What follows belongs to an exercise in optimizing a design on an open flow for small area; a production flow would make more cautious choices. In this exercise RTL edits were held to simulation tests only and were not proved equivalent to the original. The clock port is modelled as an ideal driver, which makes a skipped or thinned clock tree look cheaper than it is; a real chip needs a root buffer or a tree. Power and IR drop assume default switching activity.

==> run a <==
Design flashmap, start of the top module:
module flashmap (
    input  wire        clk,
    input  wire        rst,           
    input  wire        cpu_valid,
    input  wire        cpu_we,
    input  wire [15:0] cpu_addr,
    input  wire [7:0]  cpu_wdata,
    output wire        cpu_ready,
    output reg         cpu_rvalid,
    output wire [7:0]  cpu_rdata,
    output wire [18:0] mem_addr,
    output wire        mem_we,
    output wire [7:0]  mem_wdata,
    input  wire [7:0]  mem_rdata,
    output wire [12:0] ram_addr,
    output wire        ram_we,
    output wire [7:0]  ram_wdata,
    input  wire [7:0]  ram_rdata,
    output wire [1:0]  game_slot,
    output wire [2:0]  bank_slot2
);
Settings: LEC_CHECK=0, CAP_MARGIN=20, CORE_MARGIN=2, CORE_UTILIZATION=40, SLEW_MARGIN=20; clock period 7.0 ns.
standard.sh (not shown) runs the stock make flow with config.mk's settings and CLKGATE_MAP_FILE= SYNTH_SCRIPT=/design/flow/synth_recipe.tcl, a recipe that flattens the netlist after the stock synthesis.
==> flow/flow/run.sh <==
#!/bin/bash
# Layout flow: the standard synthesis script, mapped with many
# area-oriented ABC scripts (deepsyn with different seeds and options, then
# &nf), run as 4 parallel syntheses of which the smallest netlist is kept;
# then the standard ORFS layout with the smallest buffer (buf_1) on every
# port; after clock tree synthesis the clock network is rebuilt as three
# (or, if their estimated slew is too high, four) clkbuf_4 driven from the
# clock port, each feeding one balanced cluster of registers
# (flow/kbuf.tcl). Each step's output goes to its own log here.
set -e
F=$(cd "$(dirname "$0")" && pwd)
{ head -n 1 synth_recipe.tcl; cat "$F/abc_override.tcl"; tail -n +2 synth_recipe.tcl; } > area_synth.tcl
pids=""
for k in 0 1 2 3; do
  mkdir -p abc_$k
  scripts=""
  for seed in $(seq $((k * 6)) $((k * 6 + 5))); do
    for opt in "" "-t" "-o" "-S $((seed + 50))"; do
      name=deepsyn_${seed}$(echo "$opt" | tr -d ' -')
      if [[ "$opt" == -S* ]]; then
        printf 'strash\n&get -n\n&deepsyn -T 8 -S %s\n&deepsyn -T 8 %s\n&put\n&get -n\n&nf -R 1000 -p -C 32 -F 20\n&put\n' $seed "$opt" > abc_$k/$name.abc
      else
        printf 'strash\n&get -n\n&deepsyn -T 15 -S %s %s\n&put\n&get -n\n&nf -R 1000 -p -C 32 -F 20\n&put\n' $seed "$opt" > abc_$k/$name.abc
      fi
      scripts="$scripts $PWD/abc_$k/$name.abc"
    done
  done
  AREA_ABC_DIR="$PWD/abc_$k" AREA_ABC_SCRIPTS="$scripts" \
    bash standard.sh WORK_HOME="$PWD/orfs_$k" SYNTH_SCRIPT="$PWD/area_synth.tcl" synth > synth_$k.log 2>&1 &
  pids="$pids $!"
done
for p in $pids; do wait $p || true; done
best=""; best_area=""
for k in 0 1 2 3; do
  stat=orfs_$k/reports/sky130hd/flashmap/base/synth_stat.txt
  [[ -f orfs_$k/results/sky130hd/flashmap/base/1_synth.odb && -f $stat ]] || continue
  area=$(grep -m1 'Chip area' $stat | awk '{print $NF}')
  echo "synthesis $k: $area" >> synth_pick.log
  if [[ -z "$best" ]] || awk -v a="$area" -v b="$best_area" 'BEGIN { exit !(a < b) }'; then
    best=$k; best_area=$area
  fi
done
echo "kept synthesis $best ($best_area)" >> synth_pick.log
mv orfs_$best orfs
bash standard.sh "BUFFER_PORTS_ARGS=-buffer_cell sky130_fd_sc_hd__buf_1" \
  "CTS_ARGS=-sink_clustering_enable -repair_clock_nets -buf_list sky130_fd_sc_hd__clkbuf_4 -dont_use_dummy_load" \
  "POST_CTS_TCL=$F/kbuf.tcl" \
  finish > layout.log 2>&1
==> flow/flow/abc_override.tcl <==
# Map with several area-oriented ABC scripts (the files listed in
# AREA_ABC_SCRIPTS) in place of the default speed script, keeping every
# other argument, and keep the mapping with the smallest cell area.
proc abc {args} {
  set i [lsearch -exact $args -script]
  set stat_args {}
  foreach {k v} $args { if { $k eq "-liberty" } { lappend stat_args -liberty $v } }
  yosys design -save area_abc_in
  set best_area -1
  foreach script $::env(AREA_ABC_SCRIPTS) {
    yosys design -load area_abc_in
    if { $i >= 0 } { lset args [expr { $i + 1 }] $script }
    if { [catch { yosys abc {*}$args } err] } {
      puts "area_abc: $script failed: $err"
      continue
    }
    set rpt $::env(AREA_ABC_DIR)/[file tail $script].stat
    yosys tee -q -o $rpt stat {*}$stat_args
    set fh [open $rpt r]; set txt [read $fh]; close $fh
    if { [regexp {Chip area for module[^:]*:\s*([0-9.]+)} $txt -> area] } {
      puts "area_abc: $script gives $area"
      if { $best_area < 0 || $area < $best_area } {
        set best_area $area
        yosys design -save area_abc_best
      }
    }
  }
  yosys design -load area_abc_best
  puts "area_abc: kept $best_area"
}
==> flow/flow/kbuf.tcl <==
# Rebuild the clock network as N buffers of one cell type driven straight
# from the clock port, each feeding one cluster of registers (k-means on
# register locations); used after clock tree synthesis.
proc kbuf_clock { port_net_name nbuf cell } {
  set block [ord::get_db_block]
  set db [ord::get_db]
  set clk [$block findNet $port_net_name]
  # collect register clock pins reachable through clock buffers
  set sinks {}
  set bufs {}
  set todo [list $clk]
  while { [llength $todo] } {
    set n [lindex $todo 0]; set todo [lrange $todo 1 end]
    foreach it [$n getITerms] {
      if { [$it isOutputSignal] } { continue }
      set inst [$it getInst]
      set m [[$inst getMaster] getName]
      if { [string match "sky130_fd_sc_hd__clkbuf_*" $m] || [string match "sky130_fd_sc_hd__clkinv*" $m] } {
        lappend bufs $inst
        lappend todo [[$inst findITerm X] getNet]
      } else {
        lappend sinks $it
      }
    }
  }
  # remove old clock buffers and their nets
  foreach b $bufs {
    set on [[$b findITerm X] getNet]
    foreach it [$on getITerms] { if { [$it getInst] ne $b } { $it disconnect; $it connect $clk } }
    [$b findITerm A] disconnect
    [$b findITerm X] disconnect
    odb::dbInst_destroy $b
    odb::dbNet_destroy $on
  }
  # k-means on sink locations
  set pts {}
  foreach it $sinks { set l [[$it getInst] getLocation]; lappend pts [list [lindex $l 0] [lindex $l 1]] }
  set n [llength $pts]
  set cent {}
  set sorted [lsort -integer -index 0 $pts]
  for { set k 0 } { $k < $nbuf } { incr k } { lappend cent [lindex $sorted [expr { int(($k + 0.5) * $n / $nbuf) }]] }
  # balanced k-means: each cluster takes at most ceil(n / nbuf) registers,
  # filled in order of increasing distance to the cluster centres
  set cap [expr { ($n + $nbuf - 1) / $nbuf }]
  for { set iter 0 } { $iter < 50 } { incr iter } {
    set pairs {}
    set pi 0
    foreach p $pts {
      for { set k 0 } { $k < $nbuf } { incr k } {
        set c [lindex $cent $k]
        lappend pairs [list [expr { abs([lindex $p 0] - [lindex $c 0]) + abs([lindex $p 1] - [lindex $c 1]) }] $pi $k]
      }
      incr pi
    }
    set pairs [lsort -integer -index 0 $pairs]
    set asg [lrepeat $n -1]
    set fill [lrepeat $nbuf 0]
    foreach pr $pairs {
      lassign $pr d pi k
      if { [lindex $asg $pi] >= 0 || [lindex $fill $k] >= $cap } { continue }
      lset asg $pi $k
      lset fill $k [expr { [lindex $fill $k] + 1 }]
    }
    set nc {}
    for { set k 0 } { $k < $nbuf } { incr k } {
      set sx 0; set sy 0; set m 0
      foreach p $pts a $asg { if { $a == $k } { incr sx [lindex $p 0]; incr sy [lindex $p 1]; incr m } }
      if { $m } { lappend nc [list [expr { $sx / $m }] [expr { $sy / $m }]] } else { lappend nc [lindex $cent $k] }
    }
    set cent $nc
  }
  set master [$db findMaster $cell]
  for { set k 0 } { $k < $nbuf } { incr k } {
    set net [odb::dbNet_create $block "clknet_k${k}_${port_net_name}"]
    $net setSigType CLOCK
    set inst [odb::dbInst_create $block $master "clkbuf_k${k}_${port_net_name}"]
    [$inst findITerm A] connect $clk
    [$inst findITerm X] connect $net
    set c [lindex $cent $k]
    $inst setLocation [lindex $c 0] [lindex $c 1]
    $inst setPlacementStatus PLACED
    set cnt 0
    foreach it $sinks a $asg { if { $a == $k } { $it disconnect; $it connect $net; incr cnt } }
    puts "kbuf_clock: $cell $k drives $cnt registers"
  }
}

# Largest estimated slew at a register clock pin, in ns.
proc kbuf_max_clk_slew { } {
  set_propagated_clock [all_clocks]
  estimate_parasitics -placement
  set worst 0.0
  foreach p [get_pins -hierarchical */CLK] {
    foreach prop { slew_max_rise slew_max_fall } {
      set v [get_property $p $prop]
      if { $v > $worst } { set worst $v }
    }
  }
  return $worst
}

# Three clkbuf_4, each driving a third of the registers; four when the
# estimated clock-pin slew of three would exceed 122 ps.
kbuf_clock clk 3 sky130_fd_sc_hd__clkbuf_4
detailed_placement
set kbuf_slew [kbuf_max_clk_slew]
puts "kbuf_clock: estimated worst clock-pin slew with 3 buffers: $kbuf_slew ns"
if { $kbuf_slew > 0.122 } {
  kbuf_clock clk 4 sky130_fd_sc_hd__clkbuf_4
  detailed_placement
  puts "kbuf_clock: estimated worst clock-pin slew with 4 buffers: [kbuf_max_clk_slew] ns"
}
check_placement -verbose
==> run b: changes against run a <==
--- a/flow/flow/run.sh
+++ b/flow/flow/run.sh
@@ -1,6 +1,6 @@
 #!/bin/bash
 # Layout flow: the standard synthesis script, mapped with many
-# area-oriented ABC scripts (deepsyn with different seeds and options, then
-# &nf), run as 4 parallel syntheses of which the smallest netlist is kept;
+# area-oriented ABC scripts (deepsyn on two-input nodes with 96 different
+# seeds, then &nf), run as 4 parallel syntheses of which the smallest netlist is kept;
 # then the standard ORFS layout with the smallest buffer (buf_1) on every
 # port; after clock tree synthesis the clock network is rebuilt as three
@@ -15,14 +15,8 @@
   mkdir -p abc_$k
   scripts=""
-  for seed in $(seq $((k * 6)) $((k * 6 + 5))); do
-    for opt in "" "-t" "-o" "-S $((seed + 50))"; do
-      name=deepsyn_${seed}$(echo "$opt" | tr -d ' -')
-      if [[ "$opt" == -S* ]]; then
-        printf 'strash\n&get -n\n&deepsyn -T 8 -S %s\n&deepsyn -T 8 %s\n&put\n&get -n\n&nf -R 1000 -p -C 32 -F 20\n&put\n' $seed "$opt" > abc_$k/$name.abc
-      else
-        printf 'strash\n&get -n\n&deepsyn -T 15 -S %s %s\n&put\n&get -n\n&nf -R 1000 -p -C 32 -F 20\n&put\n' $seed "$opt" > abc_$k/$name.abc
-      fi
-      scripts="$scripts $PWD/abc_$k/$name.abc"
-    done
+  for seed in $(seq $((k * 24)) $((k * 24 + 23))); do
+    name=deepsyn_${seed}t
+    printf 'strash\n&get -n\n&deepsyn -T 15 -S %s -t\n&put\n&get -n\n&nf -R 1000 -p -C 32 -F 20\n&put\n' $((seed % 101)) > abc_$k/$name.abc
+    scripts="$scripts $PWD/abc_$k/$name.abc"
   done
   AREA_ABC_DIR="$PWD/abc_$k" AREA_ABC_SCRIPTS="$scripts" \
==> run c: changes against run a <==
==> flow/flow/run.sh (replaced) <==
#!/bin/bash
# Layout flow: the standard synthesis script, mapped with several
# area-oriented ABC scripts (deepsyn with different seeds and options,
# then &nf) of which the smallest result is kept; then the standard ORFS layout with the
# smallest buffer (buf_1) on every port; after clock tree synthesis the
# clock network is rebuilt as three clkbuf_4 driven from the clock port,
# each feeding one cluster of registers (flow/kbuf.tcl). Each step's
# output goes to its own log here.
set -e
F=$(cd "$(dirname "$0")" && pwd)
mkdir -p abc
export AREA_ABC_DIR="$PWD/abc"
AREA_ABC_SCRIPTS=""
for seed in 0 3 7 11 19 23 31 37 41 43 47 53; do
  for opt in "" "-t" "-o"; do
    name=deepsyn_${seed}${opt}
    printf 'strash\n&get -n\n&deepsyn -T 15 -S %s %s\n&put\n&get -n\n&nf -R 1000 -p -C 32 -F 20\n&put\n' $seed "$opt" > abc/$name.abc
    AREA_ABC_SCRIPTS="$AREA_ABC_SCRIPTS $PWD/abc/$name.abc"
  done
done
export AREA_ABC_SCRIPTS
{ head -n 1 synth_recipe.tcl; cat "$F/abc_override.tcl"; tail -n +2 synth_recipe.tcl; } > area_synth.tcl
bash standard.sh SYNTH_SCRIPT="$PWD/area_synth.tcl" synth > synth.log 2>&1
bash standard.sh "BUFFER_PORTS_ARGS=-buffer_cell sky130_fd_sc_hd__buf_1" \
  "CTS_ARGS=-sink_clustering_enable -repair_clock_nets -buf_list sky130_fd_sc_hd__clkbuf_4 -dont_use_dummy_load" \
  "POST_CTS_TCL=$F/kbuf.tcl" \
  finish > layout.log 2>&1
--- a/flow/flow/kbuf.tcl
+++ b/flow/flow/kbuf.tcl
@@ -40,25 +40,14 @@
   set sorted [lsort -integer -index 0 $pts]
   for { set k 0 } { $k < $nbuf } { incr k } { lappend cent [lindex $sorted [expr { int(($k + 0.5) * $n / $nbuf) }]] }
-  # balanced k-means: each cluster takes at most ceil(n / nbuf) registers,
-  # filled in order of increasing distance to the cluster centres
-  set cap [expr { ($n + $nbuf - 1) / $nbuf }]
   for { set iter 0 } { $iter < 50 } { incr iter } {
-    set pairs {}
-    set pi 0
+    set asg {}
     foreach p $pts {
+      set best 0; set bd -1
       for { set k 0 } { $k < $nbuf } { incr k } {
         set c [lindex $cent $k]
-        lappend pairs [list [expr { abs([lindex $p 0] - [lindex $c 0]) + abs([lindex $p 1] - [lindex $c 1]) }] $pi $k]
+        set d [expr { abs([lindex $p 0] - [lindex $c 0]) + abs([lindex $p 1] - [lindex $c 1]) }]
+        if { $bd < 0 || $d < $bd } { set bd $d; set best $k }
       }
-      incr pi
-    }
-    set pairs [lsort -integer -index 0 $pairs]
-    set asg [lrepeat $n -1]
-    set fill [lrepeat $nbuf 0]
-    foreach pr $pairs {
-      lassign $pr d pi k
-      if { [lindex $asg $pi] >= 0 || [lindex $fill $k] >= $cap } { continue }
-      lset asg $pi $k
-      lset fill $k [expr { [lindex $fill $k] + 1 }]
+      lappend asg $best
     }
     set nc {}
@@ -86,28 +75,6 @@
 }
 
-# Largest estimated slew at a register clock pin, in ns.
-proc kbuf_max_clk_slew { } {
-  set_propagated_clock [all_clocks]
-  estimate_parasitics -placement
-  set worst 0.0
-  foreach p [get_pins -hierarchical */CLK] {
-    foreach prop { slew_max_rise slew_max_fall } {
-      set v [get_property $p $prop]
-      if { $v > $worst } { set worst $v }
-    }
-  }
-  return $worst
-}
-
-# Three clkbuf_4, each driving a third of the registers; four when the
-# estimated clock-pin slew of three would exceed 122 ps.
+# three clkbuf_4, each driving about a third of the registers
 kbuf_clock clk 3 sky130_fd_sc_hd__clkbuf_4
 detailed_placement
-set kbuf_slew [kbuf_max_clk_slew]
-puts "kbuf_clock: estimated worst clock-pin slew with 3 buffers: $kbuf_slew ns"
-if { $kbuf_slew > 0.122 } {
-  kbuf_clock clk 4 sky130_fd_sc_hd__clkbuf_4
-  detailed_placement
-  puts "kbuf_clock: estimated worst clock-pin slew with 4 buffers: [kbuf_max_clk_slew] ns"
-}
 check_placement -verbose
==> run d: changes against run a <==
--- a/flow/flow/run.sh
+++ b/flow/flow/run.sh
@@ -5,7 +5,6 @@
 # then the standard ORFS layout with the smallest buffer (buf_1) on every
 # port; after clock tree synthesis the clock network is rebuilt as three
-# (or, if their estimated slew is too high, four) clkbuf_4 driven from the
-# clock port, each feeding one balanced cluster of registers
-# (flow/kbuf.tcl). Each step's output goes to its own log here.
+# clkbuf_4 driven from the clock port, each feeding one cluster of
+# registers (flow/kbuf.tcl). Each step's output goes to its own log here.
 set -e
 F=$(cd "$(dirname "$0")" && pwd)
--- a/flow/flow/kbuf.tcl
+++ b/flow/flow/kbuf.tcl
@@ -40,25 +40,14 @@
   set sorted [lsort -integer -index 0 $pts]
   for { set k 0 } { $k < $nbuf } { incr k } { lappend cent [lindex $sorted [expr { int(($k + 0.5) * $n / $nbuf) }]] }
-  # balanced k-means: each cluster takes at most ceil(n / nbuf) registers,
-  # filled in order of increasing distance to the cluster centres
-  set cap [expr { ($n + $nbuf - 1) / $nbuf }]
   for { set iter 0 } { $iter < 50 } { incr iter } {
-    set pairs {}
-    set pi 0
+    set asg {}
     foreach p $pts {
+      set best 0; set bd -1
       for { set k 0 } { $k < $nbuf } { incr k } {
         set c [lindex $cent $k]
-        lappend pairs [list [expr { abs([lindex $p 0] - [lindex $c 0]) + abs([lindex $p 1] - [lindex $c 1]) }] $pi $k]
+        set d [expr { abs([lindex $p 0] - [lindex $c 0]) + abs([lindex $p 1] - [lindex $c 1]) }]
+        if { $bd < 0 || $d < $bd } { set bd $d; set best $k }
       }
-      incr pi
-    }
-    set pairs [lsort -integer -index 0 $pairs]
-    set asg [lrepeat $n -1]
-    set fill [lrepeat $nbuf 0]
-    foreach pr $pairs {
-      lassign $pr d pi k
-      if { [lindex $asg $pi] >= 0 || [lindex $fill $k] >= $cap } { continue }
-      lset asg $pi $k
-      lset fill $k [expr { [lindex $fill $k] + 1 }]
+      lappend asg $best
     }
     set nc {}
@@ -86,28 +75,6 @@
 }
 
-# Largest estimated slew at a register clock pin, in ns.
-proc kbuf_max_clk_slew { } {
-  set_propagated_clock [all_clocks]
-  estimate_parasitics -placement
-  set worst 0.0
-  foreach p [get_pins -hierarchical */CLK] {
-    foreach prop { slew_max_rise slew_max_fall } {
-      set v [get_property $p $prop]
-      if { $v > $worst } { set worst $v }
-    }
-  }
-  return $worst
-}
-
-# Three clkbuf_4, each driving a third of the registers; four when the
-# estimated clock-pin slew of three would exceed 122 ps.
+# three clkbuf_4, each driving about a third of the registers
 kbuf_clock clk 3 sky130_fd_sc_hd__clkbuf_4
 detailed_placement
-set kbuf_slew [kbuf_max_clk_slew]
-puts "kbuf_clock: estimated worst clock-pin slew with 3 buffers: $kbuf_slew ns"
-if { $kbuf_slew > 0.122 } {
-  kbuf_clock clk 4 sky130_fd_sc_hd__clkbuf_4
-  detailed_placement
-  puts "kbuf_clock: estimated worst clock-pin slew with 4 buffers: [kbuf_max_clk_slew] ns"
-}
 check_placement -verbose
==> comparison table <==
                                                                    run a                    run b                    run d                    run c
Sequential share of the synthesized area                            35.2%                    35.2%                    35.2%                    35.2%
Status                                            complete, no violations  complete, no violations  complete, no violations  complete, no violations
Post-route cell area                                             2040 um2                 2050 um2                 2040 um2                 2040 um2
Worst R2R Setup Slack                                             4.43 ns                  3.92 ns                  4.38 ns                  3.89 ns
Power dissipated in the clock network                         0.0000633 W              0.0000687 W              0.0000633 W              0.0000625 W
Multi-input gate share of the layout cell area                      45.1%                    44.5%                    45.1%                    44.7%
Crit-path slowest cell                             sky130_fd_sc_hd__or4_1  sky130_fd_sc_hd__nor4_1   sky130_fd_sc_hd__or4_1  sky130_fd_sc_hd__nor4_1
Fillers                                                               431                      448                      430                      443
Area of combinational cells with multiple inputs                  920 um2                  911 um2                  920 um2                  911 um2
Clock network fraction of total power                               21.9%                    23.1%                    21.9%                    21.5%
Pwr Density                                                    142 nW/um2               145 nW/um2               142 nW/um2               143 nW/um2
WHS Endpoint                                         cnt_q[13]$_SDFF_PN1_      cnt_q[9]$_SDFF_PN1_      cnt_q[7]$_SDFF_PN1_      cnt_q[9]$_SDFF_PN1_
PnR Total Power                                                0.000289 W               0.000297 W               0.000289 W               0.000291 W
Post-layout nets                                                      354                      355                      354                      354
Combinational fraction of design power                              18.9%                    19.1%                    18.9%                    19.6%
Post-Synthesis Cell Area                                         1700 um2                 1710 um2                 1700 um2                 1710 um2
Max Clk Rate                                                    0.183 GHz                0.213 GHz                0.183 GHz                0.213 GHz
Detailed route wirelength on metal2                               1970 um                  2160 um                  2010 um                  2170 um
Slew of the pin with the lowest slew margin                      0.843 ns                 0.872 ns                 0.853 ns                 0.872 ns
Pre-CTS setup slack                                               1.55 ns                  2.25 ns                  1.55 ns                  2.25 ns
Fraction of power spent switching nets                              26.5%                    26.0%                    26.5%                    26.7%
In every run of this note, the design's own scripts or RTL, not TritonCTS, make the clock network.

-- what the ideal ports hide --
No port has a modelled driver above. Below, the same layouts with a new extraction and two added sets of constraints. Step 1 sets driving cells, clkbuf_16 on the clock port and buf_2 on the other inputs (assumed; they add their load-dependent delay and slew). Step 2 times the ports against the registers' clock, not the clock port: input delays grow and output delays shrink by t, the midpoint of the rising clock arrivals with the driver on. Three values: ideal, step 1, step 2; two values: the first two.
run | shift t [ns] | slack for setup (ns) | hold WS [ns] | pins driven straight from the clock port
run a | 0.201 | 1.535 / 1.513 / 1.513 | 0.408 / 0.408 / 0.408 | 3
run b | 0.190 | 2.306 / 2.285 / 2.285 | 0.414 / 0.414 / 0.414 | 4
run c | 0.203 | 2.306 / 2.285 / 2.285 | 0.419 / 0.419 / 0.419 | 3
run d | 0.205 | 1.531 / 1.509 / 1.509 | 0.419 / 0.419 / 0.419 | 3
After both steps setup and hold are still met in every run listed.
